Background: an optimization exercise with open tools, aiming at small area, a short achievable clock period and few clock cycles. Do not read the settings as production practice.
In this exercise RTL edits were held to simulation tests only and were not proved equivalent to the original.
No activity file was given, so power comes from the tool's default toggle rates.

==> flow/design.v <==
module dshot_core (
  input  wire         clk,
  input  wire         rst,
  input  wire         cmd_valid,
  output wire         cmd_ready,
  input  wire [39:0]  cmd,
  output reg          rdata_valid,
  output reg  [31:0]  rdata,
  output reg          ev_valid,
  output reg  [146:0] ev
);
  localparam [3:0] OP_CFGW   = 4'h1;
  localparam [3:0] OP_CFGR   = 4'h2;
  localparam [3:0] OP_START  = 4'h3;
  localparam [3:0] OP_SAMPLE = 4'h4;
  localparam [3:0] OP_END    = 4'h5;
  localparam [1:0] RUN_IDLE      = 2'b00;
  localparam [1:0] RUN_RUNNING   = 2'b01;
  localparam [1:0] RUN_FAULTED   = 2'b10;
  localparam [1:0] RUN_EXHAUSTED = 2'b11;
  localparam [1:0] BX_IDLE    = 2'b00;
  localparam [1:0] BX_STARTED = 2'b01;
  localparam [1:0] BX_BOUNDED = 2'b10;
  localparam [19:0] DIV5 = 20'd390625;    
  reg         ctrl_bidir;
  reg  [1:0]  ctrl_rate;
  reg  [31:0] samplerate;
  reg         sr_set;       
  reg  [63:0] idxbase;
  reg         base_lo_set, base_hi_set;
  reg  [1:0]  run;
  reg  [1:0]  fault;
  reg  [14:0] period;       
  reg         pt_set;       
  reg         rdy;
  reg         q_cfgr, q_start, q_sample, q_end;
  reg  [6:0]  q_rsel;       
  reg         q_s;
  reg         prev_valid;
  reg         prev;
  reg  [1:0]  iq;           
  reg  [14:0] ir;
  reg  [63:0] idx;
  reg  [1:0]  bx;
  reg  [63:0] pc_start;
  reg         ps_load;      
  reg  [1:0]  dq;           
  reg  [14:0] dr;
  reg         dlong;        
  reg  [14:0] kcnt;         
  reg         k_done;
  reg         ln_load;      
  reg  [15:0] shift;
  reg  [4:0]  bcnt;
  reg  [63:0] first_start;
  reg  [63:0] nib_start;
  reg  [63:0] last_next;    
  reg         e_bit;        
  reg         e_fin;        
  reg         e_l16;        
  reg         e_bidir;      
  reg         e_2;          
  reg         e_3;          
  reg         e_4;          
  reg         dv;
  reg         sr_nz;        
  wire [3:0]  op   = cmd[39:36];
  wire [3:0]  addr = cmd[35:32];
  wire [31:0] data = cmd[31:0];
  assign cmd_ready = rdy;
  wire accept  = cmd_valid && rdy;
  wire running = (run == RUN_RUNNING);
  wire run_after = running && !q_end;
  wire cfgw_ok = accept && (op == OP_CFGW) && !run_after;
  wire        smp     = q_sample && running;
  wire        ref_smp = smp && !prev_valid;
  wire        act_smp = smp && prev_valid;
  wire [63:0] inc_c;
  wire [8:0]  inc_bc;
  assign inc_bc[0] = 1'b1;
  genvar gb, gi;
  generate
    for (gb = 0; gb < 8; gb = gb + 1) begin : g_inc
      wire [8:0] ic;
      assign ic[0] = 1'b1;
      assign inc_bc[gb+1] = inc_bc[gb] & (&idx[8*gb+7:8*gb]);
      for (gi = 0; gi < 8; gi = gi + 1) begin : g_bit
        assign ic[gi+1] = ic[gi] & idx[8*gb+gi];
        assign inc_c[8*gb+gi] = inc_bc[gb] & ic[gi];
      end
    end
  endgenerate
  wire [63:0] smp_idx = idx ^ inc_c;
  wire [14:0] ir_n    = ir + 15'd1;
  wire        ir_top  = (ir == period);
  wire        edge_d  = prev ^ q_s;
  wire        tmo     = !edge_d && (iq == 2'd2) && ir_top;
  wire        e_start = edge_d && (q_s ^ ctrl_bidir);
  wire        e_end   = edge_d && !(q_s ^ ctrl_bidir);
  wire [14:0] kcnt_n  = kcnt + 15'd1;
  wire        bounded  = (bx == BX_BOUNDED);
  wire        do_next  = act_smp && bounded && e_start;
  wire        do_final = act_smp && bounded && tmo;
  wire        do_bit   = do_next || do_final;
  wire        val_next  = dlong || ({dq, dr} > {iq, ir});
  wire        val_final = dlong || (dq != 2'd0) || ({dr, 1'b0} > {1'b0, period});
  wire        bit_val   = do_final ? val_final : val_next;
  wire [4:0]  bcnt_n  = (bcnt == 5'd31) ? 5'd31 : bcnt + 5'd1;
  wire [15:0] shift_n = {shift[14:0], bit_val};
  function [3:0] fold_exp(input [15:0] f, input bidir);
    fold_exp = (f[15:12] ^ f[11:8] ^ f[7:4]) ^ {4{bidir}};
  endfunction
  wire        bad_n   = (fold_exp(shift_n, ctrl_bidir) != shift_n[3:0]);
  wire        bad_now = (fold_exp(shift, e_bidir) != shift[3:0]);
  reg [9:0] rate_m;
  always @(*) begin
    case (ctrl_rate)
      2'b00:   rate_m = 10'd667;
      2'b01:   rate_m = 10'd333;
      2'b10:   rate_m = 10'd167;
      default: rate_m = 10'd83;
    endcase
  end
  wire [41:0] w        = pc_start[41:0];
  wire [6:0]  dv_cnt   = ir[6:0];                     
  wire        dv_mul   = (dv_cnt[6:5] == 2'b00);        
  wire        dv_div   = (dv_cnt[6:5] == 2'b01) && (dv_cnt[4:0] < 5'd15);    
  wire        dv_last  = (dv_cnt == 7'd47);             
  wire [10:0] mul_sum  = {1'b0, w[41:32]} + (w[0] ? {1'b0, rate_m} : 11'd0);
  wire [19:0] div_tr   = {w[41:23], w[22]};
  wire [20:0] div_df   = {1'b0, div_tr} - {1'b0, DIV5};
  wire        div_ge   = !div_df[20];
  wire [18:0] div_r    = div_ge ? div_df[18:0] : div_tr[18:0];
  wire [14:0] n_res    = w[22:8];
  wire [31:0] status_word = {17'd0, bcnt, bx, 2'b00, fault, 2'b00, run};
  wire [16:0] timeout_v = {1'b0, period, 1'b0} + {2'd0, period};
  wire        n_bit = do_bit;
  wire        n_2   = e_bit && e_fin;
  wire        n_3   = e_2 && e_l16;
  wire        n_4   = e_3 && bad_now;
  wire        is_cmd = (shift[15:5] < 11'd48);
  reg  [18:0] ev_lo;
  always @(*) begin
    if (n_bit)
      ev_lo = {3'd0, 15'd0, bit_val};
    else if (n_2 && e_l16)
      ev_lo = {(is_cmd ? 3'd1 : 3'd2), 5'd0, shift[15:5]};
    else if (n_2)
      ev_lo = {3'd4, 16'd1};
    else if (n_3)
      ev_lo = {3'd3, 8'd0, fold_exp(shift, e_bidir), shift[3:0]};
    else
      ev_lo = {3'd4, 16'd2};
  end
  always @(posedge clk) begin
    rdata <= ({32{q_rsel[0]}} & {29'd0, ctrl_rate, ctrl_bidir})
           | ({32{q_rsel[1]}} & samplerate)
           | ({32{q_rsel[2]}} & status_word)
           | ({32{q_rsel[3]}} & {17'd0, period})
           | ({32{q_rsel[4]}} & {15'd0, timeout_v})
           | ({32{q_rsel[5]}} & idxbase[31:0])
           | ({32{q_rsel[6]}} & idxbase[63:32]);
    ev[146:83] <= ({64{n_bit}} & pc_start) | ({64{n_2}} & first_start)
                | ({64{n_3 || n_4}} & nib_start);
    ev[82:19]  <= ({64{do_next}} & smp_idx) | ({64{n_2 && e_l16}} & nib_start)
                | ({64{do_final || (n_2 && !e_l16) || n_3 || n_4}} & last_next);
    ev[18:0]   <= ev_lo;
    if (rst) begin
      rdata_valid <= 1'b0;
      ev_valid    <= 1'b0;
    end else begin
      rdata_valid <= q_cfgr;
      ev_valid    <= n_bit || n_2 || n_3 || n_4;
    end
  end
  always @(posedge clk) begin
    if (rst) begin
      ctrl_bidir  <= 1'b0;
      ctrl_rate   <= 2'b00;
      sr_set      <= 1'b0;
      base_lo_set <= 1'b0;
      base_hi_set <= 1'b0;
      run         <= RUN_IDLE;
      fault       <= 2'd0;
      pt_set      <= 1'b0;
      rdy         <= 1'b1;
      q_cfgr      <= 1'b0;
      q_start     <= 1'b0;
      q_sample    <= 1'b0;
      q_end       <= 1'b0;
      prev_valid  <= 1'b0;
      bx          <= BX_IDLE;
      ps_load     <= 1'b0;
      k_done      <= 1'b1;
      ln_load     <= 1'b0;
      bcnt        <= 5'd0;
      e_bit       <= 1'b0;
      e_2         <= 1'b0;
      e_3         <= 1'b0;
      e_4         <= 1'b0;
      dv          <= 1'b0;
    end else begin
      q_cfgr   <= accept && (op == OP_CFGR);
      q_start  <= accept && (op == OP_START);
      q_sample <= accept && (op == OP_SAMPLE);
      q_end    <= accept && (op == OP_END);
      if (cfgw_ok) begin
        case (addr)
          4'h0: begin ctrl_bidir <= data[0]; ctrl_rate <= data[2:1]; end
          4'h1: sr_set      <= 1'b1;
          4'h5: base_lo_set <= 1'b1;
          4'h6: base_hi_set <= 1'b1;
          default: ;
        endcase
      end
      rdy <= 1'b1;
      if (accept && (op == OP_START)) rdy <= 1'b0;
      if (q_end && running) run <= RUN_EXHAUSTED;
      ps_load <= 1'b0;
      ln_load <= 1'b0;
      if (q_start && !running) begin
        prev_valid <= 1'b0;
        bx         <= BX_IDLE;
        k_done     <= 1'b1;
        bcnt       <= 5'd0;
        if (!sr_set) begin
          pt_set <= 1'b0;
          fault  <= 2'd1;
          run    <= RUN_FAULTED;
        end else begin
          dv     <= 1'b1;
          rdy    <= 1'b0;
        end
      end
      if (dv) begin
        rdy <= dv_last;
        if (dv_last) begin
          dv <= 1'b0;
          if (!sr_nz) begin
            pt_set <= 1'b0;
            fault  <= 2'd1;
            run    <= RUN_FAULTED;
          end else if (n_res == 15'd0) begin
            pt_set <= 1'b0;
            fault  <= 2'd2;
            run    <= RUN_FAULTED;
          end else begin
            pt_set <= 1'b1;
            fault  <= 2'd0;
            run    <= RUN_RUNNING;
          end
        end
      end
      if (ref_smp) begin
        prev_valid <= 1'b1;
      end else if (act_smp) begin
        if (!k_done && (kcnt == period)) begin
          k_done  <= 1'b1;
          ln_load <= 1'b1;
        end
        case (bx)
          BX_IDLE: begin
            if (e_start) begin
              bx      <= BX_STARTED;
              ps_load <= 1'b1;
              k_done  <= 1'b0;
            end
          end
          BX_STARTED: begin
            if (e_end) bx <= BX_BOUNDED;
          end
          BX_BOUNDED: begin
            if (e_start) begin
              bx      <= BX_STARTED;
              ps_load <= 1'b1;
              k_done  <= 1'b0;
              ln_load <= 1'b0;
            end else if (tmo) begin
              bx <= BX_IDLE;
            end
          end
          default: ;
        endcase
      end
      if (do_bit) begin
        bcnt <= do_final ? 5'd0 : bcnt_n;
        if (do_final && (bcnt_n == 5'd16) && bad_n) rdy <= 1'b0;
      end
      e_bit <= do_bit;
      e_2   <= e_bit && e_fin;
      e_3   <= e_2 && e_l16;
      e_4   <= e_3 && bad_now;
    end
  end
  always @(posedge clk) begin
    q_rsel[0] <= accept && (op == OP_CFGR) && (addr == 4'h0);
    q_rsel[1] <= accept && (op == OP_CFGR) && (addr == 4'h1) && sr_set;
    q_rsel[2] <= accept && (op == OP_CFGR) && (addr == 4'h2);
    q_rsel[3] <= accept && (op == OP_CFGR) && (addr == 4'h3) && pt_set;
    q_rsel[4] <= accept && (op == OP_CFGR) && (addr == 4'h4) && pt_set;
    q_rsel[5] <= accept && (op == OP_CFGR) && (addr == 4'h5) && base_lo_set;
    q_rsel[6] <= accept && (op == OP_CFGR) && (addr == 4'h6) && base_hi_set;
    q_s       <= data[0];
    if (cfgw_ok) begin
      case (addr)
        4'h1: samplerate     <= data;
        4'h5: idxbase[31:0]  <= data;
        4'h6: idxbase[63:32] <= data;
        default: ;
      endcase
    end
    if (ps_load) pc_start <= idx;
    if (ln_load) last_next <= idx;
    if (q_start && !running && sr_set) begin
      pc_start[41:0] <= {10'd0, samplerate};
      sr_nz <= 1'b0;
      ir    <= 15'd0;
    end
    if (dv) begin
      ir <= ir_n;
      if (dv_mul) begin
        pc_start[41:0] <= {mul_sum, w[31:1]};
        sr_nz <= sr_nz | w[0];
      end
      if (dv_div) begin
        pc_start[41:23] <= div_r;
        pc_start[22:8]  <= {w[21:8], div_ge};
      end
      if (dv_last) period <= n_res;
    end
    if (ref_smp) begin
      prev <= q_s;
      idx  <= {base_hi_set ? idxbase[63:32] : 32'd0, base_lo_set ? idxbase[31:0] : 32'd0};
      iq   <= 2'd0;
      ir   <= 15'd1;
    end else if (act_smp) begin
      prev <= q_s;
      idx  <= smp_idx;
      if (edge_d || tmo) begin
        iq <= 2'd0;
        ir <= 15'd1;
      end else if (ir_top) begin
        iq <= iq + 2'd1;
        ir <= 15'd1;
      end else begin
        ir <= ir_n;
      end
      if (!k_done) kcnt <= kcnt_n;
      if (e_start && ((bx == BX_IDLE) || bounded)) begin
        dlong <= 1'b0;
        kcnt  <= 15'd1;
      end
      if (bx == BX_STARTED) begin
        if (e_end) begin
          dq <= iq;
          dr <= ir;
        end else if (tmo) begin
          dlong <= 1'b1;
        end
      end
    end
    if (do_bit) begin
      shift <= shift_n;
      if (bcnt == 5'd0)  first_start <= pc_start;
      if (bcnt == 5'd12) nib_start   <= pc_start;
    end
    e_fin <= do_final;
    if (do_final) begin
      e_l16   <= (bcnt_n == 5'd16);
      e_bidir <= ctrl_bidir;
    end
  end
endmodule
==> flow/flow/run.sh <==
#!/bin/bash
# Standard ORFS layout, with timing repair aiming well below the clock period.
bash standard.sh SETUP_SLACK_MARGIN=10.25 TNS_END_PERCENT=100 finish > standard.log 2>&1
==> flow/standard.sh <==
#!/bin/bash
# synth_recipe.tcl (not shown) runs the flow's synth.tcl, then flattens the netlist and writes it again
# the make line also repeats each setting of config.mk as NAME=value (left out here)
make -C /OpenROAD-flow-scripts/flow DESIGN_CONFIG=/design/flow/config.mk WORK_HOME=/design/flow/orfs CLKGATE_MAP_FILE= SYNTH_SCRIPT=/design/flow/synth_recipe.tcl "${@:-finish}"
==> flow/config.mk <==
export PLATFORM = sky130hd
export DESIGN_NAME = dshot_core
export DESIGN_NICKNAME = dshot_core
export VERILOG_FILES = /design/flow/design.v
export SDC_FILE = /design/flow/constraint.sdc
export NUM_CORES = 4
export LEC_CHECK = 0
export CAP_MARGIN = 20
export CORE_MARGIN = 2
export CORE_UTILIZATION = 45
export CTS_CLUSTER_DIAMETER = 100
export CTS_CLUSTER_SIZE = 24
export PLACE_DENSITY = 0.65
export SLEW_MARGIN = 20
==> flow/constraint.sdc <==
create_clock -name core_clock -period 14.0 [get_ports {clk}]
set_input_delay 2.8000 -clock core_clock [delete_from_list [all_inputs] [get_ports {clk}]]
set_output_delay 2.8000 -clock core_clock [all_outputs]
set_load 0.01 [all_outputs]
==> results of run 1 <==
[cells in the mapped netlist (all sizes together) (18+ instances only)]
master    n
a21o     27
a21oi   155
a221o    51
a222oi   91
a22oi    45
and2     26
and3     41
buf      30
clkbuf   95
dfxtp   276
edfxtp  441
ha       80
inv     144
mux2i    48
nand2   164
nand3    64
nand4    33
nor2    161
nor3     35
nor4     18
o21ai    90
xnor2   102
xor2     43
[worst max-delay path, stage by stage]
cell and delay (ns):
buf_6 0.09, nand3b_1 0.18, nor2_2 0.13, o2111a_2 0.27
buf_6 0.13, buf_12 0.11, nand2_8 0.05, buf_6 0.17
nor2_4 0.17, buf_12 0.16
[state kept, by name, indices dropped and copies added, names as in the netlist, 5 cells and up]
name,count
rdata,32
pc_start,64
period,15
last_next,64
idx,64
nib_start,64
ev,142
idxbase,64
kcnt,15
samplerate,32
first_start,64
dr,15
ir,15
q_rsel,7
shift,16
bcnt,5
[per-layer routing]
layer | GRT usage, % | share of wire (%) | vias to the layer above
met5 | 0 | 0.016 | -
met4 | 10.71 | 4.3 | 2
met3 | 4.429 | 9.6 | 170
met2 | 40.76 | 46 | 1169
met1 | 35.87 | 40 | 10510
li1 | - | - | 9446
[per-stage QoR]
step           std cells  power (mW)  hold slack, ns
6_report            3515       3.459          0.4471
3_3_place_gp        3405       2.305          0.4163
4_1_cts             3507       3.482          0.4455
3_5_place_dp        3405       2.306          0.4152
5_1_grt             3514       3.554          0.4630
2_1_floorplan       2422       2.282          0.4029
[kinds of logic after synthesis]
group | after synthesis | synth area share, %
adders and majority gates | 82 | 3.517
muxes | 50 | 1.699
and+or+nand+nor | 603 | 9.996
DFF | 717 | 63.40
other | 1 | 0.01267
xor gates and xnor gates | 148 | 4.599
buffers and inverters | 269 | 3.643
AOI/OAI and AO/OA | 548 | 13.13
[report_power, final]
part	leakage (nW)	switching, mW	internal (mW)
clock	0.517	0.679	0.519
combinational	6.58	0.0235	0.0175
sequential	6.08	0.00260	2.22
[worst max-delay path by stage]
stage,to,cells after the start,start
3_3_place_gp,samplerate[23]$_DFFE_PP_,6,cmd[39]
6_report,idxbase[56]$_DFFE_PP_,10,cmd[39]
5_1_grt,idxbase[32]$_DFFE_PP_,10,cmd[39]
2_1_floorplan,samplerate[0]$_DFFE_PP_,5,cmd[39]
3_5_place_dp,samplerate[25]$_DFFE_PP_,6,cmd_valid
4_1_cts,idxbase[34]$_DFFE_PP_,10,cmd[39]
[area by class of cell]
type	count	area [um2]	area share, %
antenna	2	5.005	0.01456
clock buffer	61	1037	3.018
clock inverter	4	45.04	0.1310
inverter	144	540.5	1.573
multi-input combinational	1440	10060	29.28
sequential	717	18900	54.98
tap	864	1081	3.145
timing repair buffer	283	2701	7.859
[repair_timing]
item                                    4_1_cts  5_1_grt
resized for setup                           886       91
buffers inserted                             28        6
endpoints found under the setup margin      468      432
cloned                                        9        0
pin swaps                                    10       11
hold endpoints to repair                      0        0
==> out/qor.txt, run 1 <==
Root Buffer Master: clkbuf_16
unrepaired setup endpoints after global routing: yes
CTS clk-pin slew, worst paths: 0.10 ns
outcome: finished clean
share of the synthesized area in the top cell type: 44.74%
area leader, netlist: edfxtp_1
total CTS buffers: 36
depth of the most critical reg-to-reg path: 10
final-report max-slew violation count: 0
PortBufs: 219
Starting DRT DRC Count: 3,110
Synth Register Bits: 717
num rows: 94
crit end category: flip-flop
Final Instance Area: 34,370 um2
Final min period: 3.955 ns
clock buffer depth: 3
Synth area leaders: edfxtp_1 (45%), dfxtp_1 (19%), ha_1 (3.4%), a222oi_1 (3.1%), xnor2_1 (2.9%)
Finished Core Util: 52.56%
hold crit path type: flip-flop to flip-flop
filler cell count: 5,585
register area share after synthesis: 63.40%
pin count of the biggest net entering global routing: 85
share of layout cells above drive strength 1: 16.69%
Initial Util: 45.27%
Final setup viols: 0
pre-CTS setup slack: 8.696 ns
TritonCTS clock tree: yes
antenna violations before repair: 3
final worst setup slack: 10.05 ns
Wirelength per Cell: 25.46 um
CP Max Fanout: 10
Detailed Place HPWL: 58,930 um
R2R Setup Slk: 10.34 ns
post-route ant nets: 0
clk latency of the worst-skew pair: 0.61 ns
Die X: 260.5 um
Pleak: 13.18 nW
hold buffer count at cts: 0
Cell variety after synth: 75
cell area power density: 100.6 nW/um2
nets: 2,747
Worst R2R Start: period[1]$_DFFE_PP_
Hold Fails Final Rpt: 0
# clock sinks: 717
VDD IR max: 0.09344 mV
YS warnings: 1
Critical R2R Capture: nib_start[18]$_DFFE_PP_
Via density: 6.060
Hold Path Cell Cnt: 0
area delta synth->final: 16.12%
crit path kind: input pin to flip-flop
worst clock skew: 0.04136 ns
WP data required: 14.32 ns
Tot GR Track Use: 25.99%
Post-synth ARST share: 0%
H-tree Lvls: 2
fmax: 252.9 MHz
io pins: 225
Die H: 260.5 um
1st-pass router iterations: 8
# DRC: 0
top_reg_cell synth: edfxtp_1
MaxCap Viol Count: 0
most common cell after layout, fill and taps aside: edfxtp_1
worst endpoint data arrival time: 4.28 ns
first-pass GRT wire length: 131,600 um
Placed Area: 32,650 um2
Hold EP: dq[0]$_DFFE_PP_
setup TNS: 0 ns
average size of a mapped cell: 12.24 um2
Tcrit/Tclk final: 28.25%
worst-margin pin slew: 1.096 ns
synthesized cell area: 29,600 um2
die area: 67,850 um2
core region area: 65,390 um2
via count: 21.30k
Max-slew headroom: 26.94%
number of global-route vias before repair: 20.49k
total grt overflow: 0
WL final: 89,480 um
Post-synth EDFFs: 441
Hold Startpoint: iq[0]$_SDFFE_PP0P_
GPL Wtd Cong: 0.9600
Post-Syn Instances: 2,418
most frequent cells in the layout: edfxtp_1 (441), dfxtp_1 (179), nand2_1 (160), a21oi_1 (155), nor2_1 (150)
CP startpoint kind: input pin
Testbench counts, summed over its fixed seeds: cycles 40,723.
==> run 2: changes to the inputs <==
==> flow/flow/run.sh (replaced) <==
#!/bin/bash
# Standard ORFS layout, with timing repair aiming well below the clock period and
# plain buf_2 cells for the port buffers.
bash standard.sh SETUP_SLACK_MARGIN=10.5 TNS_END_PERCENT=100 "BUFFER_PORTS_ARGS=-buffer_cell sky130_fd_sc_hd__buf_2" finish > standard.log 2>&1
==> out/qor.txt, run 2 <==
GPL Wtd Cong: 0.9561 (-0.41%)
VDD IR max: 0.07127 mV (-24%)
average size of a mapped cell: 12.24 um2 (unchanged)
crit path kind: input pin to flip-flop
clock power share: 35.6% (+1.0 points)
share of the synthesized area in the top cell type: 44.74% (unchanged)
hold crit path type: flip-flop to flip-flop
total grt overflow: 0 (unchanged)
Final min period: 3.953 ns (-0.001300 ns)
YS warnings: 1 (unchanged)
Most flops, register: ev
crit end category: flip-flop
total CTS buffers: 37 (+2.8%)
Via density: 6.115 (+0.90%)
CTS clk-pin slew, worst paths: 0.10 ns (about the same)
worst-margin pin slew: 1.139 ns (+0.04292 ns)
# clock sinks: 717 (unchanged)
synthesized cell area: 29,600 um2 (unchanged)
max incr delay on CP: 0.28 ns (about the same)
clock buffer depth: 3 (unchanged)
unrepaired setup endpoints after global routing: yes
die area: 67,850 um2 (unchanged)
io pins: 225 (unchanged)
via count: 21.72k (+2.0%)
Wirelength per Cell: 26.68 um (+4.8%)
area delta synth->final: 16.93%
first-pass GRT wire length: 136,300 um (+3.6%)
crit-path most repeated cell: buf_6
Sequential Power Share: 63.4% (-0.8 points)
filler cell count: 5,614 (+0.52%)
CP Max Fanout: 7 (-3)
critical-path cell list: buf_6 > nand3b_1 > nor2_2 > o2111a_2 > buf_6 > buf_12 > nand2_8 > buf_6 > nor2_4 > buf_12
final-report max-slew violation count: 0 (unchanged)
1st-pass router iterations: 10 (+2)
n_diodes: 0 (-2)
CP startpoint kind: input pin
Pleak: 13.44 nW (+2.0%)
fin cells: 3,552 (+1.1%)
Post-synth ARST share: 0% (unchanged)
Die X: 260.5 um (unchanged)
PortBufs: 219 (unchanged)
Initial Util: 45.27% (unchanged)
register area share after synthesis: 63.40% (unchanged)
# DRC: 0 (unchanged)
H-tree Lvls: 2 (unchanged)
Int Pwr: 2.781 mW (+0.95%)
Synth area leaders: edfxtp_1 (45%), dfxtp_1 (19%), ha_1 (3.4%), a222oi_1 (3.1%), xnor2_1 (2.9%)
hold buffer count at cts: 0 (unchanged)
top_reg_cell synth: edfxtp_1
most frequent cells after synthesis: edfxtp_1 (441), dfxtp_1 (276), nand2_1 (164)
slowest CP cell: o2111a_2
cell area power density: 101.2 nW/um2 (+0.52%)
WP data required: 14.32 ns (about the same)
Cell variety after synth: 75 (unchanged)
Sw Pwr: 721.2 uW (+2.3%)
Post-Syn Instances: 2,418 (unchanged)
placed cells: 3,407 (+0.059%)
Tot GR Track Use: 27.04% (+1.1 points)
Hold Fails Final Rpt: 0 (unchanged)
most common cell after layout, fill and taps aside: edfxtp_1
Die H: 260.5 um (unchanged)
most frequent cells in the layout: edfxtp_1 (441), dfxtp_1 (199), nand2_1 (158), a21oi_1 (155), nor2_1 (149)
fmax: 252.9 MHz (about the same)
core region area: 65,390 um2 (unchanged)
Max-slew headroom: 24.08% (-2.9 points)
worst endpoint data arrival time: 4.28 ns (about the same)
pin count of the biggest net entering global routing: 69 (-19%)
combinational power share: 0.9% (-0.3 points)
Tcrit/Tclk final: 28.24% (about the same)
area leader, netlist: edfxtp_1
Final setup viols: 0 (unchanged)
WL final: 94,760 um (+5.9%)
Sw Share: 20.59% (+0.22 points)
MaxCap Viol Count: 0 (unchanged)
Largest register FFs: 142 (unchanged)
Final Instance Area: 34,610 um2 (+0.70%)
Starting DRT DRC Count: 2,918 (-6.2%)
antenna violations before repair: 7 (+4)
worst clock skew: 0.03511 ns (-0.006247 ns)
setup TNS: 0 ns (unchanged)
num rows: 94 (unchanged)
Overall Power: 3.502 mW (+1.2%)
Post-synth EDFFs: 441 (unchanged)
nets: 2,784 (+1.3%)
post-route ant nets: 0 (unchanged)
number of global-route vias before repair: 20.42k (-0.33%)
most frequent cell after synthesis: edfxtp_1
share of layout cells above drive strength 1: 18.97% (+2.3 points)
Placed Area: 31,570 um2 (-3.3%)
clk latency of the worst-skew pair: 0.61 ns (about the same)
Synth Register Bits: 717 (unchanged)
TritonCTS clock tree: yes
Detailed Place HPWL: 62,890 um (+6.7%)
outcome: finished clean
Root Buffer Master: clkbuf_16
[run 2: cell counts after synthesis]
Identical to the previous run, type by type.
[run 2: power groups by stage]
stage	sequential (mW)	combinational, mW	clock [mW]
finish	2.22	0.0326	1.25
global route	2.22	0.0347	1.33
CTS	2.22	0.0312	1.26
detailed placement	2.27	0.0278	0
global placement	2.27	0.0270	0
floorplan	2.27	0.0126	0
[run 2: cell type report]
cell class / instances / area [um2] / area share [%]
Tap cell: 864 / 1081 / 3.123
Clock buffer: 59 / 1051 / 3.036
Multi-Input combinational cell: 1441 / 10100 / 29.18
Sequential cell: 717 / 18870 / 54.52
Timing Repair Buffer: 318 / 2869 / 8.288
Inverter: 144 / 543.0 / 1.569
Clock inverter: 9 / 96.34 / 0.2783
[run 2: layer usage]
metal	routed length (um)	vias to the layer above	part of all wire (%)	track usage (%)
met4	3887	12	4.1	9.190
li1	-	9515	-	-
met5	76	-	0.080	0
met1	37270	10850	39	36.34
met3	8295	193	8.8	4.351
met2	45230	1154	48	44.66
[run 2: final timing paths]
check	startpoint	end	slack, ns	cells past startpoint
worst max register to register	period[10]$_DFFE_PP_	first_start[29]$_DFFE_PP_	10.65	13
worst min register to register	iq[0]$_SDFFE_PP0P_	dq[0]$_DFFE_PP_	0.47	0
worst max-delay path	cmd[39]	idxbase[35]$_DFFE_PP_	10.05	10
worst min-delay path	iq[0]$_SDFFE_PP0P_	dq[0]$_DFFE_PP_	0.47	0
[run 2: cell families (layout without fill, tap and decap cells)]
family | Yosys count | after routing | share of synthesized area, %
AOI/OAI and AO/OA | 548 | 548 | 13.13
xor gates and xnor gates | 148 | 148 | 4.599
adders and majority gates | 82 | 82 | 3.517
buffers and inverters | 269 | 530 | 3.643
DFF | 717 | 717 | 63.40
muxes | 50 | 50 | 1.699
other | 1 | 5 | 0.01267
and+or+nand+nor | 603 | 608 | 9.996
[run 2: what timing repair did]
item / 4_1_cts / 5_1_grt
resized for setup: 107 / 121
pin swaps: 13 / 10
gates cloned: 13 / 4
buffers inserted: 37 / 23
endpoints found under the hold margin: 0 / 0
setup endpoints to repair: 539 / 491
[run 2: stage by stage]
stage          utilization [%]  hold WS, ns  setup WS (ns)
4_1_cts                  51.81       0.4616          10.08
5_1_grt                  52.93       0.4746          10.02
3_5_place_dp             48.28       0.4377          8.371
2_1_floorplan                -       0.4029          9.705
3_3_place_gp             48.28       0.4119          8.550
6_report                 52.93       0.4659          10.05
[run 2: critical path: cells and delay by family]
kind,cells,cell delay (ns)
AO/OA/AOI/OAI,1,0.28
buffers and inverters,5,0.64
AND/OR/NAND/NOR,4,0.56
==> run 3: changes to the inputs <==
==> flow/flow/run.sh (replaced) <==
#!/bin/bash
# Standard ORFS layout, with timing repair aiming well below the clock period and
# plain buf_2 cells for the port buffers.
bash standard.sh SETUP_SLACK_MARGIN=10 TNS_END_PERCENT=100 "BUFFER_PORTS_ARGS=-buffer_cell sky130_fd_sc_hd__buf_2" finish > standard.log 2>&1
--- a/flow/config.mk
+++ b/flow/config.mk
@@ -10,5 +10,5 @@
 export CORE_UTILIZATION = 45
 export CTS_CLUSTER_DIAMETER = 100
 export CTS_CLUSTER_SIZE = 24
-export PLACE_DENSITY = 0.65
+export PLACE_DENSITY = 0.8
 export SLEW_MARGIN = 20
==> out/qor.txt, run 3 <==
crit end category: output port
pin count of the biggest net entering global routing: 82 (+19%)
total grt overflow: 0 (unchanged)
WL final: 87,510 um (-7.7%)
Initial Util: 45.27% (unchanged)
cell area power density: 105.3 nW/um2 (+4.1%)
number of global-route vias before repair: 19.74k (-3.3%)
setup TNS: 0 ns (unchanged)
filler cell count: 5,728 (+2.0%)
crit path kind: flip-flop to output port
nets: 2,711 (-2.6%)
critical-path cell list: buf_2
clock power share: 35.0% (-0.6 points)
clock buffer depth: 3 (unchanged)
Root Buffer Master: clkbuf_16
TritonCTS clock tree: yes
Tcrit/Tclk final: 28.29% (+0.055 points)
Die X: 260.5 um (unchanged)
final worst setup slack: 10.04 ns (-0.007700 ns)
GPL Wtd Cong: 0.9919 (+3.7%)
VDD IR max: 0.09192 mV (+29%)
Top delay family on crit path: flip-flops
hold buffer count at cts: 0 (unchanged)
most common cell after layout, fill and taps aside: edfxtp_1
combinational power share: 0.8% (about the same)
total CTS buffers: 36 (-2.7%)
post-route ant nets: 0 (unchanged)
Wirelength per Cell: 25.10 um (-5.9%)
worst-margin pin slew: 1.111 ns (-0.02835 ns)
average size of a mapped cell: 12.24 um2 (unchanged)
Int Pwr: 2.757 mW (-0.83%)
hold crit path type: flip-flop to flip-flop
fin cells: 3,486 (-1.9%)
top_reg_cell synth: edfxtp_1
io pins: 225 (unchanged)
Final min period: 3.961 ns (+0.007700 ns)
worst endpoint data arrival time: 1.16 ns (-3.12 ns)
Synth area leaders: edfxtp_1 (45%), dfxtp_1 (19%), ha_1 (3.4%), a222oi_1 (3.1%), xnor2_1 (2.9%)
Synth Register Bits: 717 (unchanged)
Post-synth EDFFs: 441 (unchanged)
WP data required: 11.20 ns (-3.12 ns)
slowest CP cell: dfxtp_1
YS warnings: 1 (unchanged)
Die H: 260.5 um (unchanged)
final-report max-slew violation count: 0 (unchanged)
most frequent cells in the layout: edfxtp_1 (441), dfxtp_1 (268), buf_2 (219), nand2_1 (162), a21oi_1 (154)
CP Max Fanout: 1 (-6)
Tot GR Track Use: 25.12% (-1.9 points)
WP buf/inv: 1 (-4)
most frequent cells after synthesis: edfxtp_1 (441), dfxtp_1 (276), nand2_1 (164)
worst clock skew: 0.04041 ns (+0.005295 ns)
Largest register FFs: 142 (unchanged)
Cell variety after synth: 75 (unchanged)
MaxCap Viol Count: 0 (unchanged)
outcome: finished clean
PortBufs: 219 (unchanged)
Max-slew headroom: 25.97% (+1.9 points)
fmax: 252.5 MHz (-0.20%)
Hold Fails Final Rpt: 0 (unchanged)
Overall Power: 3.461 mW (-1.2%)
placed cells: 3,401 (-0.18%)
die area: 67,850 um2 (unchanged)
# clock sinks: 717 (unchanged)
area leader, netlist: edfxtp_1
Post-synth ARST share: 0% (unchanged)
num rows: 94 (unchanged)
1st-pass router iterations: 9 (-1)
H-tree Lvls: 2 (unchanged)
unrepaired setup endpoints after global routing: no
# DRC: 0 (unchanged)
CP startpoint kind: flip-flop
first-pass GRT wire length: 127,900 um (-6.2%)
CTS clk-pin slew, worst paths: 0.10 ns (about the same)
Via density: 6.104 (-0.17%)
Sequential Power Share: 64.2% (+0.8 points)
Most flops, register: ev
most frequent cell after synthesis: edfxtp_1
share of layout cells above drive strength 1: 13.16% (-5.8 points)
Detailed Place HPWL: 60,340 um (-4.1%)
Post-Syn Instances: 2,418 (unchanged)
pre-CTS setup slack: 9.130 ns (+0.7597 ns)
core region area: 65,390 um2 (unchanged)
Sw Pwr: 703.7 uW (-2.4%)
Min Hold Slack: 0.4418 ns (-0.02410 ns)
Final setup viols: 0 (unchanged)
Pleak: 12.82 nW (-4.6%)
area delta synth->final: 10.99%
synthesized cell area: 29,600 um2 (unchanged)
Sw Share: 20.33% (-0.26 points)
max incr delay on CP: 0.39 ns (+0.11 ns)
share of the synthesized area in the top cell type: 44.74% (unchanged)
antenna violations before repair: 15 (+8)
Starting DRT DRC Count: 3,141 (+7.6%)
register area share after synthesis: 63.40% (unchanged)
via count: 21.28k (-2.0%)
clk latency of the worst-skew pair: 0.62 ns (about the same)
-- run 3: cell counts after synthesis --
Identical to the previous run, type by type.
-- run 3: timing repair --
| item | 4_1_cts | 5_1_grt |
|---|---|---|
| gates resized for setup | 8 | 5 |
| endpoints found under the setup margin | 225 | 148 |
| pin swaps | 4 | 1 |
| gates cloned | 2 | 1 |
| buffers inserted | 4 | 3 |
-- run 3: cell type report --
cell class / instances / area (um2) / area share, %
well taps: 864 / 1081 / 3.290
repair buffers: 249 / 1416 / 4.311
inverters: 144 / 541.8 / 1.649
clock buffers: 59 / 1008 / 3.069
clock inverters: 7 / 98.84 / 0.3008
multi-input cells: 1438 / 9910 / 30.16
diodes: 8 / 20.02 / 0.06093
flip-flops and latches: 717 / 18780 / 57.16
-- run 3: logic make-up after synthesis --
group	Yosys count	share of synthesized area [%]
and+or+nand+nor	603	9.996
muxes	50	1.699
DFF	717	63.40
AOI/OAI and AO/OA	548	13.13
other	1	0.01267
xor gates and xnor gates	148	4.599
buffers and inverters	269	3.643
adders and majority gates	82	3.517
-- run 3: layer usage --
metal	wire length, um	up-vias	global-route usage, %
met5	103	-	0
met4	2172	16	6.714
met3	10160	140	5.662
met2	40370	1337	39.39
met1	34700	10420	35.24
li1	-	9371	-
-- run 3: stage by stage --
step / utilization [%] / instance area (um2)
floorplan: - / 29710
finish: 50.24 / 32860
global placement: 48.20 / 31520
global route: 50.22 / 32840
detailed placement: 48.20 / 31520
CTS: 50.06 / 32730
-- run 3: final timing paths --
kind | from | end | slack, ns | cells past startpoint
max | ev[75]$_DFF_P_ | ev[75] | 10.04 | 1
min | iq[0]$_SDFFE_PP0P_ | dq[0]$_DFFE_PP_ | 0.44 | 0
max reg2reg | idx[0]$_DFFE_PP_ | ev[63]$_DFF_P_ | 10.08 | 9
min reg2reg | iq[0]$_SDFFE_PP0P_ | dq[0]$_DFFE_PP_ | 0.44 | 0
-- run 3: power groups by stage --
| stage | registers, mW | clock network [mW] | logic [mW] |
|---|---|---|---|
| 2_1_floorplan | 2.27 | 0 | 0.0125 |
| 3_3_place_gp | 2.27 | 0 | 0.0263 |
| 3_5_place_dp | 2.27 | 0 | 0.0272 |
| 4_1_cts | 2.22 | 1.22 | 0.0281 |
| 5_1_grt | 2.22 | 1.30 | 0.0311 |
| 6_report | 2.22 | 1.21 | 0.0292 |
==> run 4: changes to the inputs <==
--- a/flow/config.mk
+++ b/flow/config.mk
@@ -10,5 +10,5 @@
 export CORE_UTILIZATION = 45
 export CTS_CLUSTER_DIAMETER = 100
 export CTS_CLUSTER_SIZE = 24
-export PLACE_DENSITY = 0.8
+export PLACE_DENSITY = 0.65
 export SLEW_MARGIN = 20
==> out/qor.txt, run 4 <==
MaxCap Viol Count: 0 (unchanged)
Wirelength per Cell: 25.83 um (+2.9%)
Post-synth ARST share: 0% (unchanged)
number of global-route vias before repair: 20.02k (+1.4%)
critical-path cell list: buf_2
Post-Syn Instances: 2,418 (unchanged)
Via density: 6.022 (-1.4%)
synthesized cell area: 29,600 um2 (unchanged)
mux cell area share after synthesis: 1.699% (unchanged)
slowest CP cell: dfxtp_2
TritonCTS clock tree: yes
first-pass GRT wire length: 131,200 um (+2.6%)
most frequent cells in the layout: edfxtp_1 (441), dfxtp_1 (270), buf_2 (219), nand2_1 (162), a21oi_1 (155)
top_reg_cell synth: edfxtp_1
setup TNS: 0 ns (unchanged)
Tcrit/Tclk final: 28.14% (-0.15 points)
WP data required: 11.20 ns (about the same)
max incr delay on CP: 0.39 ns (about the same)
area occupied by multi-input gates: 9945 um2 (+0.35%)
via count: 21.02k (-1.2%)
Initial Util: 45.27% (unchanged)
worst clock skew: 0.03483 ns (-0.005577 ns)
crit path kind: flip-flop to output port
nets: 2,718 (+0.26%)
pin count of the biggest net entering global routing: 86 (+4.9%)
Synth Area in XOR/XNOR: 4.599% (unchanged)
R2R Setup Slk: 10.18 ns (+0.10 ns)
Die H: 260.5 um (unchanged)
most frequent cell after synthesis: edfxtp_1
total grt overflow: 0 (unchanged)
CP startpoint kind: flip-flop
core region area: 65,390 um2 (unchanged)
total CTS buffers: 37 (+2.8%)
share of layout cells above drive strength 1: 13.42% (+0.26 points)
Final Instance Area: 32,950 um2 (+0.29%)
Placed Area: 31,540 um2 (about the same)
GPL Wtd Cong: 0.9732 (-1.9%)
Hold Fails Final Rpt: 0 (unchanged)
Post-synth EDFFs: 441 (unchanged)
VDD IR max: 0.07266 mV (-21%)
filler cell count: 5,825 (+1.7%)
Die X: 260.5 um (unchanged)
outcome: finished clean
Max-slew headroom: 25.17% (-0.79 points)
io pins: 225 (unchanged)
Tot GR Track Use: 26.01% (+0.89 points)
WL final: 90,160 um (+3.0%)
CP Max Fanout: 1 (unchanged)
clk latency of the worst-skew pair: 0.62 ns (about the same)
H-tree Lvls: 2 (unchanged)
Cell variety after synth: 75 (unchanged)
Synth Register Bits: 717 (unchanged)
Synth Area in Adders: 3.517% (unchanged)
WP buf/inv: 1 (unchanged)
num rows: 94 (unchanged)
PortBufs: 219 (unchanged)
Detailed Place HPWL: 62,530 um (+3.6%)
area leader, netlist: edfxtp_1
Final min period: 3.940 ns (-0.02150 ns)
antenna violations before repair: 10 (-5)
worst endpoint data arrival time: 1.14 ns (-0.02 ns)
area delta synth->final: 11.31%
worst-margin pin slew: 1.122 ns (+0.01188 ns)
Root Buffer Master: clkbuf_16
fmax: 253.8 MHz (+0.55%)
# clock sinks: 717 (unchanged)
area fraction in compound gates after synthesis: 13.13% (unchanged)
Register Area: 18,780 um2 (about the same)
share of the synthesized area in the top cell type: 44.74% (unchanged)
hold crit path type: flip-flop to flip-flop
Post-Synth Simple-Gate Area: 9.996% (unchanged)
most frequent cells after synthesis: edfxtp_1 (441), dfxtp_1 (276), nand2_1 (164)
Final setup viols: 0 (unchanged)
most common cell after layout, fill and taps aside: edfxtp_1
YS warnings: 1 (unchanged)
1st-pass router iterations: 8 (-1)
clock buffer depth: 3 (unchanged)
Starting DRT DRC Count: 2,686 (-14%)
Most flops, register: ev
die area: 67,850 um2 (unchanged)
Synth area leaders: edfxtp_1 (45%), dfxtp_1 (19%), ha_1 (3.4%), a222oi_1 (3.1%), xnor2_1 (2.9%)
cell area power density: 105.5 nW/um2 (+0.15%)
Largest register FFs: 142 (unchanged)
crit end category: output port
CTS clk-pin slew, worst paths: 0.09 ns (about the same)
# DRC: 0 (unchanged)
post-route ant nets: 0 (unchanged)
Pleak: 12.85 nW (+0.28%)
Top delay family on crit path: flip-flops
average size of a mapped cell: 12.24 um2 (unchanged)
unrepaired setup endpoints after global routing: no
final-report max-slew violation count: 0 (unchanged)
register area share after synthesis: 63.40% (unchanged)
combinational family with the most area after synthesis: compound AO/OA/AOI/OAI gates
[run 4: path summary, 6_finish.rpt]
check | depth (start not counted) | start | to
worst max-delay path | 1 | ev[26]$_DFF_P_ | ev[26]
worst min-delay path | 1 | last_next[48]$_DFFE_PP_ | ev[67]$_DFF_P_
worst max register to register | 11 | idx[0]$_DFFE_PP_ | ev[76]$_DFF_P_
worst min register to register | 1 | last_next[48]$_DFFE_PP_ | ev[67]$_DFF_P_
[run 4: layer usage]
layer / vias up / part of all wire (%) / GRT usage [%]
met1: 10380 / 41 / 34.68
met5: - / 0.089 / 0
met3: 185 / 8.1 / 4.206
met4: 12 / 4.2 / 10.95
met2: 1072 / 47 / 42.26
li1: 9378 / - / -
[run 4: cell type report]
cell class / instances / area share [%]
inverter: 144 / 1.640
clock inverter: 8 / 0.3152
antenna: 5 / 0.03797
multi-input combinational: 1440 / 30.18
sequential: 717 / 56.99
timing repair buffer: 253 / 4.427
tap: 864 / 3.281
clock buffer: 60 / 3.133
[run 4: stage by stage]
stage	power, mW	utilization, %	worst slack (ns)	cells	hold WS (ns)
3_3_place_gp	2.297	48.21	8.557	3403	0.4105
2_1_floorplan	2.282	-	9.705	2422	0.4029
6_report	3.476	50.39	10.06	3491	0.4528
5_1_grt	3.572	50.38	10.00	3489	0.4559
3_5_place_dp	2.297	48.23	8.378	3403	0.4221
4_1_cts	3.497	50.24	9.993	3482	0.4419
[run 4: kinds of logic after synthesis]
| kind of cell | after synthesis |
|---|---|
| muxes | 50 |
| xor gates and xnor gates | 148 |
| buffers and inverters | 269 |
| DFF | 717 |
| and+or+nand+nor | 603 |
| adders and majority gates | 82 |
| other | 1 |
| AOI/OAI and AO/OA | 548 |
[run 4: power breakdown]
part | internal, mW | switching [mW] | leakage (nW) | total [mW]
clock network | 0.526 | 0.700 | 0.539 | 1.23
logic | 0.00944 | 0.0193 | 6.28 | 0.0288
registers | 2.22 | 0.00274 | 6.04 | 2.22
[run 4: repair_timing]
item	in CTS	in global routing
endpoints found under the setup margin	229	134
hold buffers	0	0
pin swaps	7	2
setup buffers	7	3
resized for setup	14	3
gates cloned	4	1
==> run 5: changes to the inputs <==
--- a/flow/config.mk
+++ b/flow/config.mk
@@ -7,8 +7,8 @@
 export LEC_CHECK = 0
 export CAP_MARGIN = 20
 export CORE_MARGIN = 2
-export CORE_UTILIZATION = 45
+export CORE_UTILIZATION = 60
 export CTS_CLUSTER_DIAMETER = 100
 export CTS_CLUSTER_SIZE = 24
-export PLACE_DENSITY = 0.65
+export PLACE_DENSITY = 0.75
 export SLEW_MARGIN = 20
==> out/qor.txt, run 5 <==
clock buffer depth: 3 (unchanged)
hold crit path type: flip-flop to flip-flop
register area share after synthesis: 63.40% (unchanged)
WL final: 83,990 um (-6.8%)
Post-Syn Instances: 2,418 (unchanged)
area delta synth->final: 9.781%
share of layout cells above drive strength 1: 12.72% (-0.70 points)
R2R Setup Slk: 10.13 ns (-0.05 ns)
Sw Pwr: 670.5 uW (-7.1%)
Detailed Place HPWL: 56,260 um (-10%)
total grt overflow: 0 (unchanged)
first-pass GRT wire length: 124,900 um (-4.8%)
H-tree Lvls: 2 (unchanged)
cell area power density: 104.6 nW/um2 (-0.84%)
total CTS buffers: 35 (-5.4%)
Largest register FFs: 142 (unchanged)
final-report max-slew violation count: 0 (unchanged)
most frequent cells after synthesis: edfxtp_1 (441), dfxtp_1 (276), nand2_1 (164)
unrepaired setup endpoints after global routing: no
clock power share: 33.8% (-1.5 points)
Pleak: 12.75 nW (-0.77%)
core region area: 48,850 um2 (-25%)
Hold EP: ev[67]$_DFF_P_
VDD IR max: 0.07233 mV (-0.45%)
share of the synthesized area in the top cell type: 44.74% (unchanged)
most frequent cell after synthesis: edfxtp_1
# clock sinks: 717 (unchanged)
slowest CP cell: dfxtp_1
Final setup viols: 0 (unchanged)
most frequent cells in the layout: edfxtp_1 (441), dfxtp_1 (274), buf_2 (219), nand2_1 (162), a21oi_1 (154)
Synth Register Bits: 717 (unchanged)
number of global-route vias before repair: 20.12k (+0.49%)
via count: 21.40k (+1.8%)
Via density: 6.525 (+8.4%)
Initial Util: 60.60% (+15 points)
Top delay family on crit path: flip-flops
max incr delay on CP: 0.42 ns (+0.03 ns)
Final min period: 3.995 ns (+0.05550 ns)
Int Pwr: 2.729 mW (-0.91%)
final worst setup slack: 10.00 ns (-0.05550 ns)
Hold Fails Final Rpt: 0 (unchanged)
worst clock skew: 0.03665 ns (+0.001818 ns)
# DRC: 0 (unchanged)
GPL Wtd Cong: 0.9748 (+0.16%)
average size of a mapped cell: 12.24 um2 (unchanged)
Post-synth ARST share: 0% (unchanged)
CTS clk-pin slew, worst paths: 0.09 ns (about the same)
pre-CTS setup slack: 9.137 ns (+0.7588 ns)
CP startpoint kind: flip-flop
Finished Core Util: 66.53% (+16 points)
WP buf/inv: 1 (unchanged)
Sw Share: 19.72% (-1.0 points)
post-route ant nets: 0 (unchanged)
Cell variety after synth: 75 (unchanged)
Hold Path Cell Cnt: 1 (unchanged)
Worst R2R Start: period[4]$_DFFE_PP_
setup TNS: 0 ns (unchanged)
Die H: 226.1 um (-13%)
Starting DRT DRC Count: 3,172 (+18%)
Critical R2R Capture: nib_start[22]$_DFFE_PP_
area leader, netlist: edfxtp_1
worst endpoint data arrival time: 1.20 ns (+0.06 ns)
crit end category: output port
combinational power share: 0.8% (about the same)
critical-path cell list: buf_2
Post-synth EDFFs: 441 (unchanged)
PortBufs: 219 (unchanged)
depth of the most critical reg-to-reg path: 10 (-1)
TritonCTS clock tree: yes
most common cell after layout, fill and taps aside: edfxtp_1
Wirelength per Cell: 25.61 um (-0.82%)
MaxCap Viol Count: 0 (unchanged)
nets: 2,710 (-0.29%)
Synth area leaders: edfxtp_1 (45%), dfxtp_1 (19%), ha_1 (3.4%), a222oi_1 (3.1%), xnor2_1 (2.9%)
crit path kind: flip-flop to output port
YS warnings: 1 (unchanged)
worst-margin pin slew: 1.147 ns (+0.02420 ns)
Most flops, register: ev
Tcrit/Tclk final: 28.54% (+0.40 points)
Die X: 226.1 um (-13%)
outcome: finished clean
Overall Power: 3.400 mW (-2.2%)
Max-slew headroom: 23.56% (-1.6 points)
io pins: 225 (unchanged)
WP data required: 11.20 ns (about the same)
CP Max Fanout: 1 (unchanged)
pin count of the biggest net entering global routing: 107 (+24%)
synthesized cell area: 29,600 um2 (unchanged)
antenna violations before repair: 8 (-2)
Root Buffer Master: clkbuf_16
Tot GR Track Use: 32.66% (+6.7 points)
Hold Startpoint: last_next[48]$_DFFE_PP_
fmax: 250.3 MHz (-1.4%)
clk latency of the worst-skew pair: 0.61 ns (about the same)
Sequential Power Share: 65.3% (+1.4 points)
die area: 51,130 um2 (-25%)
1st-pass router iterations: 9 (+1)
top_reg_cell synth: edfxtp_1
num rows: 81 (-14%)
[run 5: area by class of cell]
| cell class | instances | area (um2) |
|---|---|---|
| fillers | 3705 | 16350 |
| multi-input cells | 1438 | 9905 |
| flip-flops and latches | 717 | 18770 |
| clock inverters | 1 | 5.005 |
| well taps | 664 | 830.8 |
| repair buffers | 249 | 1415 |
| inverters | 144 | 540.5 |
| clock buffers | 61 | 1016 |
| diodes | 5 | 12.51 |
[run 5: worst max-delay path by stage]
| stage | cells after the start | startpoint | end |
|---|---|---|---|
| after floorplan | 5 | cmd[39] | samplerate[0]$_DFFE_PP_ |
| after global placement | 6 | cmd[39] | samplerate[26]$_DFFE_PP_ |
| after detailed placement | 6 | cmd[39] | samplerate[29]$_DFFE_PP_ |
| after CTS | 6 | cmd[39] | idxbase[58]$_DFFE_PP_ |
| after global routing | 1 | ev[90]$_DFF_P_ | ev[90] |
| final | 1 | ev[90]$_DFF_P_ | ev[90] |
[run 5: kinds of logic (layout without fill, tap and decap cells)]
logic type      after synthesis  after routing  share of synthesized area [%]
compound gates              548            548                          13.13
xor+xnor                    148            148                          4.599
fa+ha+maj                    82             82                          3.517
buf+inv                     269            455                          3.643
flops                       717            717                          63.40
mux                          50             50                          1.699
other cells                   1             10                        0.01267
simple gates                603            605                          9.996
[run 5: timing repair]
action                     4_1_cts  5_1_grt
buffers inserted                 3        2
resized for setup                3        3
cloned                           2        0
pin swaps                        2        2
setup endpoints to repair       98      139
hold buffers                     0        0
[run 5: layer usage]
metal	vias to the layer above	global-route usage, %	share of wire, %
met5	-	0	0.033
met1	10400	45.40	39
met2	1407	50.98	46
met3	209	4.996	10
li1	9372	-	-
met4	4	15.07	4.8
[run 5: power by group through the flow]
stage	clock [mW]	combinational [mW]	sequential, mW
after global placement	0	0.0265	2.27
after detailed placement	0	0.0272	2.27
final	1.15	0.0288	2.22
after CTS	1.16	0.0280	2.22
after global routing	1.23	0.0308	2.22
after floorplan	0	0.0125	2.27
[run 5: through the flow]
step | cell area, um2 | instances | hold WS [ns]
6_report | 32500 | 3279 | 0.4479
2_1_floorplan | 29710 | 2422 | 0.4029
5_1_grt | 32490 | 3277 | 0.4687
3_5_place_dp | 31290 | 3204 | 0.4287
4_1_cts | 32390 | 3271 | 0.4509
3_3_place_gp | 31290 | 3204 | 0.4199
==> run 6: changes to the inputs <==
--- a/flow/design.v
+++ b/flow/design.v
@@ -133,7 +133,32 @@
   wire [18:0] div_r    = div_ge ? div_df[18:0] : div_tr[18:0];
   wire [14:0] n_res    = w[22:8];
   wire [31:0] status_word = {17'd0, bcnt, bx, 2'b00, fault, 2'b00, run};
-  wire [16:0] timeout_v = {1'b0, period, 1'b0} + {2'd0, period};
+  wire [16:0] t_a = {1'b0, period, 1'b0};
+  wire [16:0] t_b = {2'd0, period};
+  wire [16:0] t_g = t_a & t_b;
+  wire [16:0] t_p = t_a ^ t_b;
+  wire [17:0] t_c;
+  wire [4:0]  t_bg, t_bp;
+  assign t_c[0] = 1'b0;
+  genvar gk, gm;
+  generate
+    for (gk = 0; gk < 5; gk = gk + 1) begin : g_tb
+      localparam integer LO = 4 * gk;
+      localparam integer HI = (4 * gk + 3 > 16) ? 16 : 4 * gk + 3;
+      wire [HI-LO+1:0] cg;
+      assign cg[0] = 1'b0;
+      for (gm = LO; gm <= HI; gm = gm + 1) begin : g_bg
+        assign cg[gm-LO+1] = t_g[gm] | (t_p[gm] & cg[gm-LO]);
+      end
+      assign t_bg[gk] = cg[HI-LO+1];
+      assign t_bp[gk] = &t_p[HI:LO];
+      for (gm = LO; gm <= HI; gm = gm + 1) begin : g_bc
+        if (gm > LO) assign t_c[gm] = t_g[gm-1] | (t_p[gm-1] & t_c[gm-1]);
+      end
+      if (gk > 0) assign t_c[LO] = t_bg[gk-1] | (t_bp[gk-1] & t_c[LO-4]);
+    end
+  endgenerate
+  wire [16:0] timeout_v = t_p ^ t_c[16:0];
   wire        n_bit = do_bit;
   wire        n_2   = e_bit && e_fin;
   wire        n_3   = e_2 && e_l16;
--- a/flow/config.mk
+++ b/flow/config.mk
@@ -7,8 +7,8 @@
 export LEC_CHECK = 0
 export CAP_MARGIN = 20
 export CORE_MARGIN = 2
-export CORE_UTILIZATION = 60
+export CORE_UTILIZATION = 70
 export CTS_CLUSTER_DIAMETER = 100
 export CTS_CLUSTER_SIZE = 24
-export PLACE_DENSITY = 0.75
+export PLACE_DENSITY = 0.85
 export SLEW_MARGIN = 20
==> out/qor.txt, run 6 <==
most frequent cells in the layout: edfxtp_1 (441), nand2_1 (291), dfxtp_1 (271), buf_2 (219), a21oi_1 (160)
CTS clk-pin slew, worst paths: 0.10 ns (about the same)
setup TNS: 0 ns (unchanged)
Detailed Place HPWL: 55,330 um (-1.7%)
# clock sinks: 717 (unchanged)
crit end category: output port
Post-synth ARST share: 0% (unchanged)
number of global-route vias before repair: 20.29k (+0.83%)
worst clock skew: 0.02418 ns (-0.01247 ns)
worst endpoint data arrival time: 1.14 ns (-0.06 ns)
Cell variety after synth: 79 (+5.3%)
Die H: 209.2 um (-7.5%)
Hold Path Cell Cnt: 1 (unchanged)
most frequent cells after synthesis: edfxtp_1 (441), nand2_1 (293), dfxtp_1 (276)
clk latency of the worst-skew pair: 0.61 ns (about the same)
core region area: 41,760 um2 (-15%)
io pins: 225 (unchanged)
total grt overflow: 0 (unchanged)
hold buffer count at cts: 0 (unchanged)
nets: 2,751 (+1.5%)
Starting DRT DRC Count: 3,286 (+3.6%)
final worst setup slack: 10.06 ns (+0.05930 ns)
Post-synth EDFFs: 441 (unchanged)
pre-CTS setup slack: 9.106 ns (-0.03094 ns)
Wirelength per Cell: 25.59 um (about the same)
final-report max-slew violation count: 0 (unchanged)
fin cells: 3,185 (-2.9%)
WP data required: 11.20 ns (about the same)
Post-Syn Instances: 2,440 (+0.91%)
Register Area: 18,780 um2 (about the same)
Initial Util: 70.61% (+10 points)
Placed Area: 31,030 um2 (-0.82%)
via count: 21.42k (+0.13%)
synthesized cell area: 29,490 um2 (-0.39%)
PortBufs: 219 (unchanged)
WP buf/inv: 1 (unchanged)
crit path kind: flip-flop to output port
VDD IR max: 0.09428 mV (+30%)
Top delay family on crit path: flip-flops
Pleak: 12.52 nW (-1.9%)
Finished Core Util: 77.32% (+11 points)
# DRC: 0 (unchanged)
YS warnings: 1 (unchanged)
die area: 43,780 um2 (-14%)
most used routing layer: met2
filler cell count: 2,549 (-31%)
Die X: 209.2 um (-7.5%)
most common cell after layout, fill and taps aside: edfxtp_1
Largest register FFs: 142 (unchanged)
Tcrit/Tclk final: 28.11% (-0.42 points)
Via density: 6.726 (+3.1%)
CP startpoint kind: flip-flop
WL final: 81,500 um (-3.0%)
critical path depth in cells: 1 (unchanged)
outcome: finished clean
CP Max Fanout: 1 (unchanged)
max incr delay on CP: 0.38 ns (-0.04 ns)
post-route ant nets: 0 (unchanged)
area occupied by multi-input gates: 9952 um2 (+0.48%)
num rows: 75 (-7.4%)
register area share after synthesis: 63.65% (+0.25 points)
Synth Register Bits: 717 (unchanged)
fmax: 254.1 MHz (+1.5%)
area leader, netlist: edfxtp_1
first-pass GRT wire length: 121,300 um (-2.9%)
global routing usage on met3: 9.573% (+4.6 points)
share of layout cells above drive strength 1: 13.31% (+0.59 points)
GPL Wtd Cong: 0.9487 (-2.7%)
slowest CP cell: dfxtp_1
hold crit path type: flip-flop to flip-flop
worst-margin pin slew: 1.148 ns (+0.001172 ns)
share of the synthesized area in the top cell type: 44.91% (+0.17 points)
Synth area leaders: edfxtp_1 (45%), dfxtp_1 (19%), nand2_1 (3.7%), a22oi_1 (3.3%), ha_1 (3.3%)
TritonCTS clock tree: yes
GR Util met2: 57.80% (+6.8 points)
clock buffer depth: 3 (unchanged)
1st-pass router iterations: 7 (-2)
H-tree Lvls: 2 (unchanged)
unrepaired setup endpoints after global routing: yes
MaxCap Viol Count: 0 (unchanged)
total CTS buffers: 35 (unchanged)
Final Instance Area: 32,290 um2 (-0.65%)
Hold Fails Final Rpt: 0 (unchanged)
critical-path cell list: buf_2
most frequent cell after synthesis: edfxtp_1
top_reg_cell synth: edfxtp_1
Root Buffer Master: clkbuf_16
pin count of the biggest net entering global routing: 86 (-20%)
placed cells: 3,104 (-3.1%)
depth of the most critical reg-to-reg path: 11 (+1)
antenna violations before repair: 1 (-7)
average size of a mapped cell: 12.08 um2 (-1.3%)
Max-slew headroom: 23.48% (-0.078 points)
Final setup viols: 0 (unchanged)
Final min period: 3.936 ns (-0.05930 ns)
Tot GR Track Use: 36.92% (+4.3 points)
Most flops, register: ev
area delta synth->final: 9.496%
Global Route met1 Usage: 48.96% (+3.6 points)
cell area power density: 108.2 nW/um2 (+3.4%)
==> run 6: cell types whose count changed after synthesis, sizes merged, moves of 9 or more <==
cell	delta
xnor2	-25
o21ai	-15
fa	+10
xor2	+21
nand2	+130
a22o	-17
and2	-9
a222oi	-56
and3	-15
inv	-45
a21o	-19
a22oi	+86
==> run 6: through the flow <==
stage / hold WS [ns] / power, mW
after floorplan: 0.4029 / 2.355
after global placement: 0.4196 / 2.389
after detailed placement: 0.4394 / 2.393
after CTS: 0.4614 / 3.486
after global routing: 0.4746 / 3.570
final: 0.4587 / 3.494
==> run 6: path summary, 6_finish.rpt <==
check,start,end,slack [ns]
min reg2reg,q_cfgr$_SDFF_PP0_,rdata_valid$_SDFF_PP0_,0.46
min,q_cfgr$_SDFF_PP0_,rdata_valid$_SDFF_PP0_,0.46
max,ev[91]$_DFF_P_,ev[91],10.06
max reg2reg,period[1]$_DFFE_PP_,first_start[59]$_DFFE_PP_,10.14
==> run 6: final cells by class <==
| class | count | area share (%) |
|---|---|---|
| flip-flops and latches | 717 | 58.16 |
| multi-input cells | 1504 | 30.82 |
| repair buffers | 262 | 4.596 |
| clock buffers | 60 | 3.069 |
| well taps | 539 | 2.089 |
| inverters | 99 | 1.166 |
| clock inverters | 3 | 0.09301 |
| diodes | 1 | 0.007750 |
==> run 6: cells by family after synthesis <==
| kind of cell | count (synthesis) | synth area share [%] |
|---|---|---|
| compound gates | 527 | 12.26 |
| fa+ha+maj | 89 | 4.082 |
| xor+xnor | 144 | 4.498 |
| simple gates | 690 | 10.72 |
| flops | 717 | 63.65 |
| buf+inv | 226 | 3.204 |
| mux | 46 | 1.574 |
| other cells | 1 | 0.01272 |
==> run 6: power by group <==
group | total (mW) | internal (mW) | switching (mW)
clock | 1.14 | 0.492 | 0.651
combinational | 0.0867 | 0.0341 | 0.0526
sequential | 2.26 | 2.24 | 0.0280
==> run 6: routing by layer <==
metal  share of wire [%]  wire length, um  vias to the layer above
met5                   0                0                        -
met4                 5.0             4106                        0
met3                  13            10410                      241
met2                  46            37500                     1558
met1                  36            29480                    10290
li1                    -                -                     9330
==> run 6: what timing repair did <==
item                                   4_1_cts  5_1_grt
setup endpoints to repair                  103      237
gates cloned                                 3        0
buffers inserted                             3       10
resized for setup                            4        9
endpoints found under the hold margin        0        0
pin swaps                                    5        7
Testbench counts of run 6, summed over its fixed seeds: cycles 40,723.
==> run 7: changes to the inputs <==
--- a/flow/config.mk
+++ b/flow/config.mk
@@ -7,8 +7,8 @@
 export LEC_CHECK = 0
 export CAP_MARGIN = 20
 export CORE_MARGIN = 2
-export CORE_UTILIZATION = 70
+export CORE_UTILIZATION = 60
 export CTS_CLUSTER_DIAMETER = 100
 export CTS_CLUSTER_SIZE = 24
-export PLACE_DENSITY = 0.85
+export PLACE_DENSITY = 0.75
 export SLEW_MARGIN = 20
==> out/qor.txt, run 7 <==
outcome: finished clean
H-tree Lvls: 2 (unchanged)
via count: 21.04k (-1.8%)
TritonCTS clock tree: yes
Post-synth ARST share: 0% (unchanged)
# clock sinks: 717 (unchanged)
1st-pass router iterations: 8 (+1)
CP startpoint kind: flip-flop
register area share after synthesis: 63.65% (unchanged)
clock buffer depth: 3 (unchanged)
Tot GR Track Use: 32.44% (-4.5 points)
Tcrit/Tclk final: 28.57% (+0.45 points)
most frequent cell after synthesis: edfxtp_1
antenna violations before repair: 4 (+3)
Hold Fails Final Rpt: 0 (unchanged)
Post-synth EDFFs: 441 (unchanged)
Final setup viols: 0 (unchanged)
Sequential Power Share: 64.6% (-0.2 points)
synthesized cell area: 29,490 um2 (unchanged)
top_reg_cell synth: edfxtp_1
R2R Setup Slk: 10.11 ns (-0.03 ns)
Initial Util: 60.49% (-10 points)
fmax: 250.0 MHz (-1.6%)
clk latency of the worst-skew pair: 0.60 ns (about the same)
most frequent cells in the layout: edfxtp_1 (441), nand2_1 (291), dfxtp_1 (272), buf_2 (219), a21oi_1 (160)
WP buf/inv: 1 (unchanged)
worst clock skew: 0.03173 ns (+0.007550 ns)
Post-Syn Instances: 2,440 (unchanged)
Min Hold Slack: 0.4516 ns (-0.007080 ns)
io pins: 225 (unchanged)
Starting DRT DRC Count: 3,067 (-6.7%)
clock power share: 32.9% (+0.2 points)
Int Pwr: 2.775 mW (+0.46%)
WP data required: 11.20 ns (about the same)
Placed Area: 31,190 um2 (+0.50%)
filler cell count: 3,626 (+42%)
worst-margin pin slew: 1.137 ns (-0.01109 ns)
Die X: 225.7 um (+7.9%)
share of the synthesized area in the top cell type: 44.91% (unchanged)
Detailed Place HPWL: 56,650 um (+2.4%)
most common cell after layout, fill and taps aside: edfxtp_1
Final min period: 3.999 ns (+0.06360 ns)
num rows: 81 (+8.0%)
post-route ant nets: 0 (unchanged)
Final Instance Area: 32,480 um2 (+0.60%)
number of global-route vias before repair: 20.10k (-0.90%)
core region area: 48,750 um2 (+17%)
GPL Wtd Cong: 0.9746 (+2.7%)
most frequent cells after synthesis: edfxtp_1 (441), nand2_1 (293), dfxtp_1 (276)
Max-slew headroom: 24.22% (+0.74 points)
total grt overflow: 0 (unchanged)
# DRC: 0 (unchanged)
area leader, netlist: edfxtp_1
WL final: 82,740 um (+1.5%)
die area: 50,930 um2 (+16%)
Wirelength per Cell: 24.98 um (-2.4%)
unrepaired setup endpoints after global routing: yes
combinational power share: 2.5% (about the same)
nets: 2,754 (+0.11%)
PortBufs: 219 (unchanged)
Top delay family on crit path: flip-flops
Via density: 6.354 (-5.5%)
crit path kind: flip-flop to output port
Root Buffer Master: clkbuf_16
first-pass GRT wire length: 123,600 um (+1.9%)
MaxCap Viol Count: 0 (unchanged)
VDD IR max: 0.09282 mV (-1.5%)
Synth Register Bits: 717 (unchanged)
slowest CP cell: dfxtp_1
CTS clk-pin slew, worst paths: 0.11 ns (about the same)
Synth area leaders: edfxtp_1 (45%), dfxtp_1 (19%), nand2_1 (3.7%), a22oi_1 (3.3%), ha_1 (3.3%)
YS warnings: 1 (unchanged)
share of layout cells above drive strength 1: 13.27% (-0.043 points)
Pleak: 12.54 nW (+0.18%)
Sw Pwr: 730.7 uW (-0.12%)
cell area power density: 107.9 nW/um2 (-0.26%)
average size of a mapped cell: 12.08 um2 (unchanged)
max incr delay on CP: 0.43 ns (+0.05 ns)
total CTS buffers: 35 (unchanged)
Overall Power: 3.505 mW (+0.34%)
final-report max-slew violation count: 0 (unchanged)
Sw Share: 20.84% (-0.096 points)
pin count of the biggest net entering global routing: 101 (+17%)
Most flops, register: ev
critical-path cell list: buf_2
hold crit path type: flip-flop to flip-flop
worst endpoint data arrival time: 1.20 ns (+0.06 ns)
Cell variety after synth: 79 (unchanged)
crit end category: output port
Largest register FFs: 142 (unchanged)
Die H: 225.7 um (+7.9%)
setup TNS: 0 ns (unchanged)
area delta synth->final: 10.15%
CP Max Fanout: 1 (unchanged)
-- run 7: final cells by class --
type	count	area [um2]	share of cell area (%)
tap	664	830.8	2.558
clock buffer	61	1026	3.159
antenna	2	5.005	0.01541
sequential	717	18780	57.80
timing repair buffer	265	1519	4.676
multi-input combinational	1504	9946	30.62
inverter	99	379.1	1.167
-- run 7: what timing repair did --
action,CTS,global route
pin swaps,5,3
setup buffers,9,8
hold buffers,0,0
endpoints found under the setup margin,207,86
cloned,3,0
gates resized for setup,6,4
-- run 7: final timing paths --
path                  startpoint  cells after the start                endpoint
max            rdata[14]$_DFF_P_                      1               rdata[14]
min            q_cfgr$_SDFF_PP0_                      1  rdata_valid$_SDFF_PP0_
max reg2reg  period[1]$_DFFE_PP_                     15       rdata[10]$_DFF_P_
min reg2reg    q_cfgr$_SDFF_PP0_                      1  rdata_valid$_SDFF_PP0_
-- run 7: metal layers --
| metal | share of wire [%] | track usage, % | vias up |
|---|---|---|---|
| met4 | 4.2 | 12.80 | 2 |
| met3 | 12 | 7.507 | 194 |
| met5 | 0.017 | 0 | - |
| li1 | - | - | 9328 |
| met1 | 38 | 44.02 | 10170 |
| met2 | 46 | 50.94 | 1353 |
-- run 7: logic make-up after synthesis --
group,Yosys count,synth area share (%)
xor gates and xnor gates,144,4.498
and+or+nand+nor,690,10.72
adders and majority gates,89,4.082
muxes,46,1.574
DFF,717,63.65
buffers and inverters,226,3.204
other,1,0.01272
AOI/OAI and AO/OA,527,12.26
-- run 7: power by group through the flow --
| stage | logic [mW] | clock network (mW) | registers (mW) |
|---|---|---|---|
| floorplan | 0.0565 | 0 | 2.30 |
| CTS | 0.0850 | 1.16 | 2.26 |
| global placement | 0.0806 | 0 | 2.31 |
| detailed placement | 0.0837 | 0 | 2.31 |
| global route | 0.0941 | 1.22 | 2.27 |
| finish | 0.0869 | 1.15 | 2.26 |
-- run 7: stage by stage --
| stage | util (%) | std cells | worst slack [ns] |
|---|---|---|---|
| 2_1_floorplan | - | 2444 | 9.518 |
| 3_3_place_gp | 63.96 | 3228 | 9.188 |
| 3_5_place_dp | 63.97 | 3228 | 9.083 |
| 4_1_cts | 66.38 | 3301 | 10.00 |
| 5_1_grt | 66.63 | 3311 | 9.961 |
| 6_report | 66.63 | 3312 | 10.00 |

Setup slack of run 7, layout unchanged: 10.001 ns with ideal ports, 9.938 ns with driving cells assumed (clock clkbuf_16, inputs buf_2), 9.513 ns with port delays also shifted by the 0.645 ns mid clock arrival.
